What follows belongs to an exercise in optimizing a design on an open flow for small area; a production flow would make more cautious choices. In this exercise RTL edits were held to simulation tests only and were not proved equivalent to the original.

$ cat config.mk
export PLATFORM = sky130hd
export DESIGN_NAME = hsv_cycle_core
export DESIGN_NICKNAME = hsv_cycle_core
export VERILOG_FILES = /design/flow/design.v
export SDC_FILE = /design/flow/constraint.sdc
export NUM_CORES = 4
export LEC_CHECK = 0
export CAP_MARGIN = 20
export CORE_MARGIN = 2
export CORE_UTILIZATION = 40
export SLEW_MARGIN = 20
$ cat constraint.sdc
create_clock -name core_clock -period 120.0 [get_ports {clk}]
set_input_delay 24.0000 -clock core_clock [delete_from_list [all_inputs] [get_ports {clk}]]
set_output_delay 24.0000 -clock core_clock [all_outputs]
set_load 0.01 [all_outputs]
$ cat design.v
module hsv_cycle_core (
    input  wire        clk,
    input  wire        rst,           
    input  wire        cmd_valid,
    output wire        cmd_ready,
    input  wire [63:0] cmd_data,
    output wire        rsp_valid,
    input  wire        rsp_ready,
    output wire [63:0] rsp_data,
    output wire        chw_valid,
    input  wire        chw_ready,
    output wire [17:0] chw_data
);
    localparam [3:0] S_IDLE = 4'd0;
    localparam [3:0] S_STEP = 4'd1;    
    localparam [3:0] S_FILL = 4'd2;    
    localparam [3:0] S_LD   = 4'd3;    
    localparam [3:0] S_MUL  = 4'd4;    
    localparam [3:0] S_D1   = 4'd5;    
    localparam [3:0] S_D2   = 4'd6;    
    localparam [3:0] S_DR   = 4'd7;    
    localparam [3:0] S_MOD  = 4'd8;    
    localparam [3:0] S_DQ   = 4'd9;    
    localparam [3:0] S_CLP  = 4'd10;   
    localparam [3:0] S_SH   = 4'd11;   
    localparam [3:0] S_ACC  = 4'd12;   
    localparam [3:0] S_CHW  = 4'd13;   
    localparam [3:0] S_RSP  = 4'd14;   
    reg [3:0]  st;
    reg [3:0]  cnt;
    reg [1:0]  ch;
    reg        wph;               
    reg        post;              
    reg [1:0]  code;
    reg        inited;
    reg [2:0]  err;               
    reg [31:0] seed;
    reg [8:0]  hue;
    reg [2:0]  stepc;
    reg [2:0]  speed;
    reg [7:0]  sat;
    reg [7:0]  val;
    reg [47:0] P;
    reg [7:0]  H;
    reg [7:0]  C;
    reg [2:0]  S;
    reg        cy;
    reg [1:0]  kc;
    reg        bw;
    reg        cq;
    wire [3:0] op      = cmd_data[63:60];
    wire       is_init = (op == 4'h1);
    wire       is_adv  = (op == 4'h2);
    wire       is_ns   = (op == 4'h3);
    wire       is_conv = (op == 4'h4);
    wire       is_clmp = (op == 4'h5);
    wire       is_rd   = (op == 4'h6);
    wire [3:0] n       = cmd_data[3:0];
    wire zA = ~|cmd_data[59:48];
    wire zB = ~|cmd_data[47:32];
    wire zC = ~|cmd_data[31:25];
    wire zD = ~|cmd_data[24:4];
    wire zE = ~|cmd_data[3:0];
    reg illegal;
    always @(*) begin
        case (op)
            4'h1:       illegal = ~zA;
            4'h2, 4'h3: illegal = ~(zA & zB & zC & zD & zE);
            4'h4:       illegal = ~(zA & zB & zC);
            4'h5:       illegal = ~(zA & zB);
            4'h6:       illegal = ~(zA & zB & zC & zD) | (n >= 4'd7);
            default:    illegal = 1'b1;
        endcase
    end
    wire not_init = ~inited & (is_adv | is_ns | (is_rd & (n != 4'd0)));
    wire domain   = is_conv & (cmd_data[24:16] >= 9'd360);
    wire [8:0] h_src  = is_conv ? cmd_data[24:16] : hue;
    wire [7:0] s_src  = is_conv ? cmd_data[15:8]  : sat;
    wire [7:0] v_src  = is_conv ? cmd_data[7:0]   : val;
    wire       s_zero = (s_src == 8'd0);
    wire [2:0] ha     = h_src[8:6];
    wire [3:0] hb     = h_src[5:2];
    wire [4:0] hsum   = {2'b0, ha} + {1'b0, hb};
    wire       hge    = (hsum >= 5'd15);
    wire [2:0] region = ha + {2'b0, hge};
    wire [3:0] hm4    = hge ? (hsum[3:0] + 4'd1) : hsum[3:0];
    wire [7:0] rem    = {hm4, h_src[1:0], 2'b00} + {4'b0, hm4};
    wire [7:0] mval   = region[0] ? rem : ~rem;    
    wire [1:0] color = is_adv ? ch : (2'd2 - ch);
    reg [1:0] src;
    always @(*) begin
        case ({color, region})
            {2'd0, 3'd0}: src = 2'd0;
            {2'd0, 3'd1}: src = 2'd2;
            {2'd0, 3'd2}: src = 2'd1;
            {2'd0, 3'd3}: src = 2'd1;
            {2'd0, 3'd4}: src = 2'd2;
            {2'd1, 3'd0}: src = 2'd2;
            {2'd1, 3'd1}: src = 2'd0;
            {2'd1, 3'd2}: src = 2'd0;
            {2'd1, 3'd3}: src = 2'd2;
            {2'd1, 3'd4}: src = 2'd1;
            {2'd1, 3'd5}: src = 2'd1;
            {2'd2, 3'd0}: src = 2'd1;
            {2'd2, 3'd1}: src = 2'd1;
            {2'd2, 3'd2}: src = 2'd2;
            {2'd2, 3'd3}: src = 2'd0;
            {2'd2, 3'd4}: src = 2'd0;
            {2'd2, 3'd5}: src = 2'd2;
            default:      src = 2'd0;    
        endcase
    end
    wire src_v  = s_zero | (src == 2'd0);
    wire src_p  = ~s_zero & (src == 2'd1);
    wire kind_r = s_zero | (color == 2'd0);
    wire kind_g = ~kind_r & (color == 2'd1);
    wire kind_b = ~kind_r & ~kind_g;
    wire       in_ld  = (st == S_LD);
    wire       in_mul = (st == S_MUL);
    wire [7:0] A      = in_ld ? (src_v ? v_src : s_src)
                              : ((src_p | wph) ? v_src : mval);
    wire       gate_h = (in_mul & (cnt != 4'd0)) | (st == S_D1) | (st == S_D2);
    wire       gate_a = in_ld | (in_mul & C[0]);
    wire [7:0] aa     = gate_h ? H : 8'd0;
    wire [7:0] bb     = (st == S_D1) ? C : (gate_a ? A : 8'd0);
    wire       cin    = (st == S_D1) | ((st == S_D2) & cy);
    wire [8:0] asum   = {1'b0, aa} + {1'b0, bb} + {8'd0, cin};
    wire       inv_ld = in_ld ? src_p : (~src_p & ~wph);    
    wire [2:0] m     = cnt[2:0];
    wire       c255  = &C;
    reg  [3:0] t2, tm2, t0, tm1;
    integer k;
    always @(*) begin
        for (k = 0; k < 4; k = k + 1) begin
            t2[k]  = C[(k + 7) % 8] & ({m, 2'b00} + k >= 2) & ({m, 2'b00} + k <= 16);
            tm2[k] = C[k + 3] & ({m, 2'b00} + k <= 12);
            t0[k]  = C[k + 1] & ({m, 2'b00} + k <= 14);
            tm1[k] = C[k + 2] & ({m, 2'b00} + k <= 13);
        end
    end
    wire [3:0] op2   = kind_g ? tm2 : t0;
    wire [3:0] op3   = kind_g ? (((m == 3'd0) & c255) ? 4'd5 : 4'd0) : tm1;
    wire [1:0] kin   = (m == 3'd0) ? 2'd0 : kc;
    wire [5:0] xs    = {2'b0, t2} + {2'b0, op2} + {2'b0, op3} + {4'b0, kin};
    wire [3:0] xnib  = xs[3:0];
    wire [3:0] step_nib;
    wire [2:0] sbase = (m == 3'd0) ? 3'd0 : S;
    wire [4:0] sadd  = {2'b0, sbase} + {1'b0, (st == S_STEP) ? step_nib : xnib};
    wire [2:0] smod  = (sadd >= 5'd15) ? (sadd - 5'd15) :
                       (sadd >= 5'd10) ? (sadd - 5'd10) :
                       (sadd >= 5'd5)  ? (sadd - 5'd5)  : sadd[2:0];
    wire [2:0] rho   = (m == 3'd0) ? S : 3'd0;
    wire       bwin  = (m != 3'd0) & bw;
    wire [4:0] zd    = {1'b0, xnib} - {2'b0, rho} - {4'b0, bwin};
    wire [3:0] z     = zd[3:0];
    wire       qa    = (m != 3'd0) & P[46];
    wire       qbm   = (m != 3'd0) & P[47];
    wire       c0    = (m != 3'd0) & cq;
    wire       q0    = z[0] ^ qa ^ c0;
    wire       c1    = (q0 & qa) | (c0 & (q0 ^ qa));
    wire       q1    = z[1] ^ qbm ^ c1;
    wire       c2    = (q1 & qbm) | (c1 & (q1 ^ qbm));
    wire       q2    = z[2] ^ q0 ^ c2;
    wire       c3    = (q2 & q0) | (c2 & (q2 ^ q0));
    wire       q3    = z[3] ^ q1 ^ c3;
    wire       c4    = (q3 & q1) | (c3 & (q3 ^ q1));
    wire [3:0] cnib  = cmd_data[{m, 2'b00} +: 4];
    wire [3:0] gsrc  = is_init ? cnib : seed[3:0];
    wire       g30   = is_init ? cmd_data[30] : seed[30];
    wire       g31   = is_init ? cmd_data[31] : seed[31];
    assign step_nib  = {gsrc[2], gsrc[1], gsrc[0] ^ ((m == 3'd0) & g31),
                        (m == 3'd0) ? g30 : cy} ^ (m[0] ? 4'hA : 4'h5);
    wire       ovf   = |cmd_data[31:15];
    reg  [3:0] fnib;
    always @(*) begin
        fnib = 4'd0;
        if (code == 2'd0) begin
            if (is_clmp) begin
                if (cnt < 4'd4)
                    fnib = ovf ? ((cnt == 4'd3) ? 4'h7 : 4'hF) : cnib;
            end else if (is_ns) begin
                if (cnt == 4'd0) fnib = {1'b0, S + 3'd1};
            end else if (is_rd) begin
                case (n[2:0])
                    3'd0: if (cnt == 4'd0) fnib = {err, inited};
                    3'd1: if (cnt < 4'd8)  fnib = seed[3:0];
                    3'd2: case (cnt)
                              4'd0: fnib = hue[3:0];
                              4'd1: fnib = hue[7:4];
                              4'd2: fnib = {3'd0, hue[8]};
                              default: ;
                          endcase
                    3'd3: if (cnt == 4'd0) fnib = {1'b0, stepc};
                    3'd4: if (cnt == 4'd0) fnib = {1'b0, speed};
                    3'd5: if (cnt == 4'd0) fnib = sat[3:0]; else if (cnt == 4'd1) fnib = sat[7:4];
                    default: if (cnt == 4'd0) fnib = val[3:0]; else if (cnt == 4'd1) fnib = val[7:4];
                endcase
            end
        end
    end
    wire [2:0] sc_inc = stepc + 3'd1;
    wire       hstep  = (sc_inc >= speed);
    wire [8:0] hs_inc = hue + {8'd0, hstep};
    wire       wrap   = (hs_inc == 9'd360);
    reg        p_top, p_all;
    reg  [3:0] p_in;
    always @(*) begin
        p_top = 1'b0;
        p_all = 1'b0;
        p_in  = 4'd0;
        case (st)
            S_FILL: begin p_all = 1'b1; p_in = fnib; end
            S_SH:   p_all = 1'b1;
            S_DR:   begin p_top = 1'b1; p_in = t0; end
            S_DQ:   begin p_top = 1'b1; p_in = {q3, q2, q1, q0}; end
            S_CLP:  begin p_top = 1'b1; p_in = (cnt[1:0] == 2'd3) ? 4'h7 : 4'hF; end
            default: ;
        endcase
    end
    always @(posedge clk) begin
        if (p_top | p_all) begin
            P[47:44] <= p_in;
            P[43:32] <= P[47:36];
        end
        if (p_all)
            P[31:0]  <= P[35:4];
    end
    wire last_ch = (ch == 2'd2);
    always @(posedge clk) begin
        if (rst) begin
            st     <= S_IDLE;
            inited <= 1'b0;
            err    <= 3'b000;
        end else begin
            cnt <= cnt + 4'd1;
            case (st)
                S_IDLE: begin
                    cnt  <= 4'd0;
                    ch   <= 2'd0;
                    wph  <= 1'b0;
                    post <= 1'b0;
                    if (cmd_valid) begin
                        if (illegal) begin
                            err[0] <= 1'b1;
                            code   <= 2'd1;
                            st     <= S_FILL;
                        end else if (not_init) begin
                            err[2] <= 1'b1;
                            code   <= 2'd3;
                            st     <= S_FILL;
                        end else if (domain) begin
                            err[1] <= 1'b1;
                            code   <= 2'd2;
                            st     <= S_FILL;
                        end else begin
                            code <= 2'd0;
                            if (is_init) begin
                                sat    <= cmd_data[47:40];
                                val    <= cmd_data[39:32];
                                hue    <= 9'd0;
                                stepc  <= 3'd0;
                                inited <= 1'b1;
                                st     <= S_STEP;
                            end else if (is_adv) begin
                                stepc <= hstep ? 3'd0 : sc_inc;
                                hue   <= wrap ? 9'd0 : hs_inc;
                                st    <= wrap ? S_STEP : S_LD;
                            end else if (is_ns) begin
                                st <= S_STEP;
                            end else if (is_conv) begin
                                st <= S_LD;
                            end else begin
                                st <= S_FILL;
                            end
                        end
                    end
                end
                S_STEP: begin
                    seed <= {step_nib, seed[31:4]};
                    cy   <= gsrc[3];
                    S    <= smod;
                    if (cnt == 4'd7) begin
                        cnt <= 4'd0;
                        if (!is_ns)
                            speed <= smod + 3'd1;
                        st <= is_adv ? S_LD : S_FILL;
                    end
                end
                S_FILL: begin
                    if (is_rd && n[2:0] == 3'd1 && cnt < 4'd8)
                        seed <= {seed[3:0], seed[31:4]};
                    if (cnt == 4'd11) begin
                        cnt <= 4'd0;
                        st  <= S_ACC;
                    end
                end
                S_LD: begin
                    C   <= asum[7:0] ^ {8{inv_ld}};
                    cnt <= 4'd0;
                    st  <= src_v ? (kind_r ? S_DR : S_MOD) : S_MUL;
                end
                S_MUL: begin
                    H <= asum[8:1];
                    C <= {asum[0], C[7:1]};
                    if (cnt == 4'd7)
                        st <= S_D1;
                end
                S_D1: begin
                    cy <= asum[8];
                    st <= S_D2;
                end
                S_D2: begin
                    C   <= asum[7:0] ^ {8{inv_ld}};
                    cnt <= 4'd0;
                    if (!src_p && !wph) begin
                        wph <= 1'b1;
                        st  <= S_MUL;
                    end else begin
                        st <= kind_r ? S_DR : S_MOD;
                    end
                end
                S_DR: begin
                    C <= {C[3:0], C[7:4]};
                    if (cnt == 4'd3) begin
                        cnt <= 4'd0;
                        st  <= last_ch ? S_ACC : S_SH;
                    end
                end
                S_MOD: begin
                    C  <= {C[3:0], C[7:4]};
                    kc <= xs[5:4];
                    if (cnt <= 4'd4)
                        S <= smod;
                    if (cnt == 4'd5) begin
                        cnt <= 4'd0;
                        st  <= S_DQ;
                    end
                end
                S_DQ: begin
                    C  <= {C[3:0], C[7:4]};
                    kc <= xs[5:4];
                    bw <= zd[4];
                    cq <= c4;
                    if (cnt == 4'd3) begin
                        cnt <= 4'd0;
                        if (kind_b && q3)
                            st <= S_CLP;
                        else
                            st <= last_ch ? S_ACC : S_SH;
                    end
                end
                S_CLP: begin
                    if (cnt == 4'd3) begin
                        cnt <= 4'd0;
                        st  <= last_ch ? S_ACC : S_SH;
                    end
                end
                S_SH: begin
                    if (cnt == 4'd3) begin
                        cnt <= 4'd0;
                        ch  <= ch + 2'd1;
                        wph <= 1'b0;
                        st  <= post ? (last_ch ? S_RSP : S_CHW) : S_LD;
                    end
                end
                S_ACC: begin
                    ch   <= 2'd0;
                    post <= 1'b1;
                    st   <= (is_adv && code == 2'd0) ? S_CHW : S_RSP;
                end
                S_CHW: begin
                    cnt <= 4'd0;
                    if (chw_ready)
                        st <= S_SH;
                end
                S_RSP: begin
                    if (rsp_ready)
                        st <= S_IDLE;
                end
                default: st <= S_IDLE;
            endcase
        end
    end
    assign cmd_ready = (st == S_ACC);
    assign rsp_valid = (st == S_RSP);
    assign rsp_data  = {2'b00, code, 12'd0, P};
    assign chw_valid = (st == S_CHW);
    assign chw_data  = {ch, P[15:0]};
endmodule
$ cat run.sh
#!/bin/bash
# synth_recipe.tcl (not shown) runs the flow's synth.tcl, then flattens the netlist and writes it again
# the make line also repeats each setting of config.mk as NAME=value (left out here)
make -C /OpenROAD-flow-scripts/flow DESIGN_CONFIG=/design/flow/config.mk WORK_HOME=/design/flow/orfs CLKGATE_MAP_FILE= SYNTH_SCRIPT=/design/flow/synth_recipe.tcl finish
==> out/results.ini <==
[layout]
drive_gt1_frac = 0.0772
antenna_cells = 0
final_cell_mix = 145 x edfxtp_1, 139 x nand2_1, 139 x clkdlybuf4s50_1
final_common_cell = edfxtp_1
finish.utilization = 0.488
stdcell_area_sq_um = 13200
nNetsFinal = 1365
layout-area-overhead-vs-synth_pct = 19.3

[synth]
synth_seq_cells = 153
synth_edf_count = 145
postSynthCellCount = 1136
yosysUniqueCellTypes = 96
synth_seq_area_share = 0.408
async_reset_ff_frac = 0
syn_area_per_cell_sq_um = 9.75
synth.cell_area_sq_um = 11100
ys_dominant_reg_cell = edfxtp_1
synth_warnings = 1

[clocking]
worstSkewPairLatency_ns = 0.44
cts_tree = done
holdBufCountCts = 0
clockBufferDepth = 2
htreeDepth = 4
cts-resized-gates = 0
post_cts_buffers = 0
clk_pin_slew_ns = 0.08
root_buffer = clkbuf_16
cts_made_buffers = 17
cts.sinks = 153

[routing]
first_iter_violations = 873
viasPerCell = 5.72
ant_nets = 0
wl_per_cell_microns = 19.7
wirelength_microns = 31700
vias = 9230
drc = 0
dr.pass1.iters = 6

[sta]
final.setup_skew_ns = 0.0180
fin_crit_sh = 0.261
rsz0062_at_grt = no
hold_viol = 0
fmax_mhz = 31.9
tns_ns = 0
slew_headroom = 0.309
worstMarginPinSlew_ns = 1.03
maxSlewViolCount = 0
setup_viol = 0
post-route-min-period_ns = 31.37
fin_hold_ws_ns = 0.417

[placement]
placed_cell_area_sq_um = 12600
portBuffers = 139
gp_congestion = 0.949
hpwlAfterDp_microns = 24700

[floorplan]
chipHeight_microns = 170
num_io_pins = 154
coreArea_sq_um = 27100
dieArea_sq_um = 29000
die_w_microns = 170
start_util = 0.409
num_rows = 60

[setup_path]
endpoint_kind = flop
crit_type = primary input to flop
worstPathArrival_ns = 31.53
worstPathMaxFanout = 31
required_ns = 120.16
path_common_cell = ha_1
worst_setup_path_start_kind = primary input
slowest_delay_ns = 0.85
slowest_stage = or4b_4

[global_route]
grt_pass1_wl_microns = 49100
antenna_found_initial = 0
grtUsageTotal = 0.221
grt-ovfl-total = 0
grt_pass1_vias = 8782
grt_max_degree = 33

[hold_path]
hp-class = flop to flop

[flow_run]
maxCapViolCount = 0

[run_status]
run_status = no timing/DRC/antenna violations

[synthesized netlist by cell type (all sizes together), types with 16 or more instances]
cell type  count  area, sq um
nand2b        16          100
a31oi         20          140
and2          20          128
a21o          20          150
edfxtp       145         4350
nand2        139          522
nor3          19          100
a21oi         70          369
clkbuf        42          158
nor4          17          113
nor2b         18          113
nand3         32          178
inv           54          203
ha            55          688
mux2i         21          226
o21ai         58          309
xor2          22          200
buf           46          319
nor2          83          317
xnor2         37          332
[final timing paths]
path           startpoint  slack [ns]  depth (start not counted)        to
max reg2reg         ch[0]      112.98                         26  speed[2]
min reg2reg      seed[27]        0.42                          0  seed[23]
max          cmd_data[63]       88.63                         31      C[7]
min              seed[27]        0.42                          0  seed[23]
[registers in the layout, summed over array words and instances (netlist names), 2 cells and up]
signal and flops:
code 2, S 3, st 4, hue 9, P 48, sat 8, speed 3, seed 32
val 8, H 8, kc 2, C 8, stepc 3, cnt 4, err 3, ch 2
[routing by layer]
layer  global-route usage  up-vias  share of wire
li1                     -     4351              -
met2                0.364      411           0.47
met3               0.0388       53          0.068
met4               0.0773        0          0.029
met1                0.294     4415           0.43
met5                    0        -              0
[critical path, delay by kind of cell]
family / cells / cell delay (ns)
buffers and inverters: 3 / 0.79
AO/OA/AOI/OAI: 17 / 3.41
AND/OR/NAND/NOR: 3 / 1.24
adder cells (fa/ha/maj): 5 / 1.41
XOR/XNOR: 2 / 0.36
multiplexers: 1 / 0.30
[area by class of cell]
cell class / instances / area [sq um]
multi-input cells: 854 / 5970
flip-flops and latches: 153 / 4510
clock inverters: 15 / 165
repair buffers: 150 / 1470
inverters: 54 / 203
clock buffers: 17 / 425
well taps: 372 / 465
fillers: 2528 / 13900
[logic make-up (layout without fill, tap and decap cells)]
| family | after synthesis | count (layout) | synth area share |
|---|---|---|---|
| AO/OA/AOI/OAI | 278 | 278 | 0.172 |
| XOR/XNOR | 60 | 60 | 0.0500 |
| adder cells (fa/ha/maj) | 68 | 68 | 0.0838 |
| buffers and inverters | 142 | 236 | 0.0613 |
| flip-flops | 153 | 153 | 0.408 |
| multiplexers | 36 | 36 | 0.0445 |
| other | 1 | 14 | 0.000339 |
| AND/OR/NAND/NOR | 398 | 398 | 0.181 |
[stage by stage]
step / setup WS, ns / std cells
after CTS: 88.72 / 1615
after global routing: 87.94 / 1615
after floorplan: 89.36 / 1149
after global placement: 88.50 / 1583
final: 88.63 / 1615
after detailed placement: 88.29 / 1583

## what the ideal ports hide
The results above use ideal ports. As a check the final layout listed here was re-extracted and re-timed, cells and wires unchanged.
Step 1 assumes that a clkbuf_16 drives the clock port and a buf_2 every other input.
Step 2 times the ports against the registers' clock, not the clock port: input delays grow and output delays shrink by t, the midpoint of the rising clock arrivals with the driver on.
Slacks: no drivers / after step 1 / after step 2; pairs: no drivers / after step 1.
t (ns): 0.479
setup slack, ns: 88.628 / 88.654 / 88.175
worst register clock-pin slew, ns: 0.08 / 0.08
cell pins on the clock port's net: 1
After both steps this run still meets setup and hold. For this run, drivers alone change the setup slack by +0.026 ns; drivers and shift together by -0.453 ns.
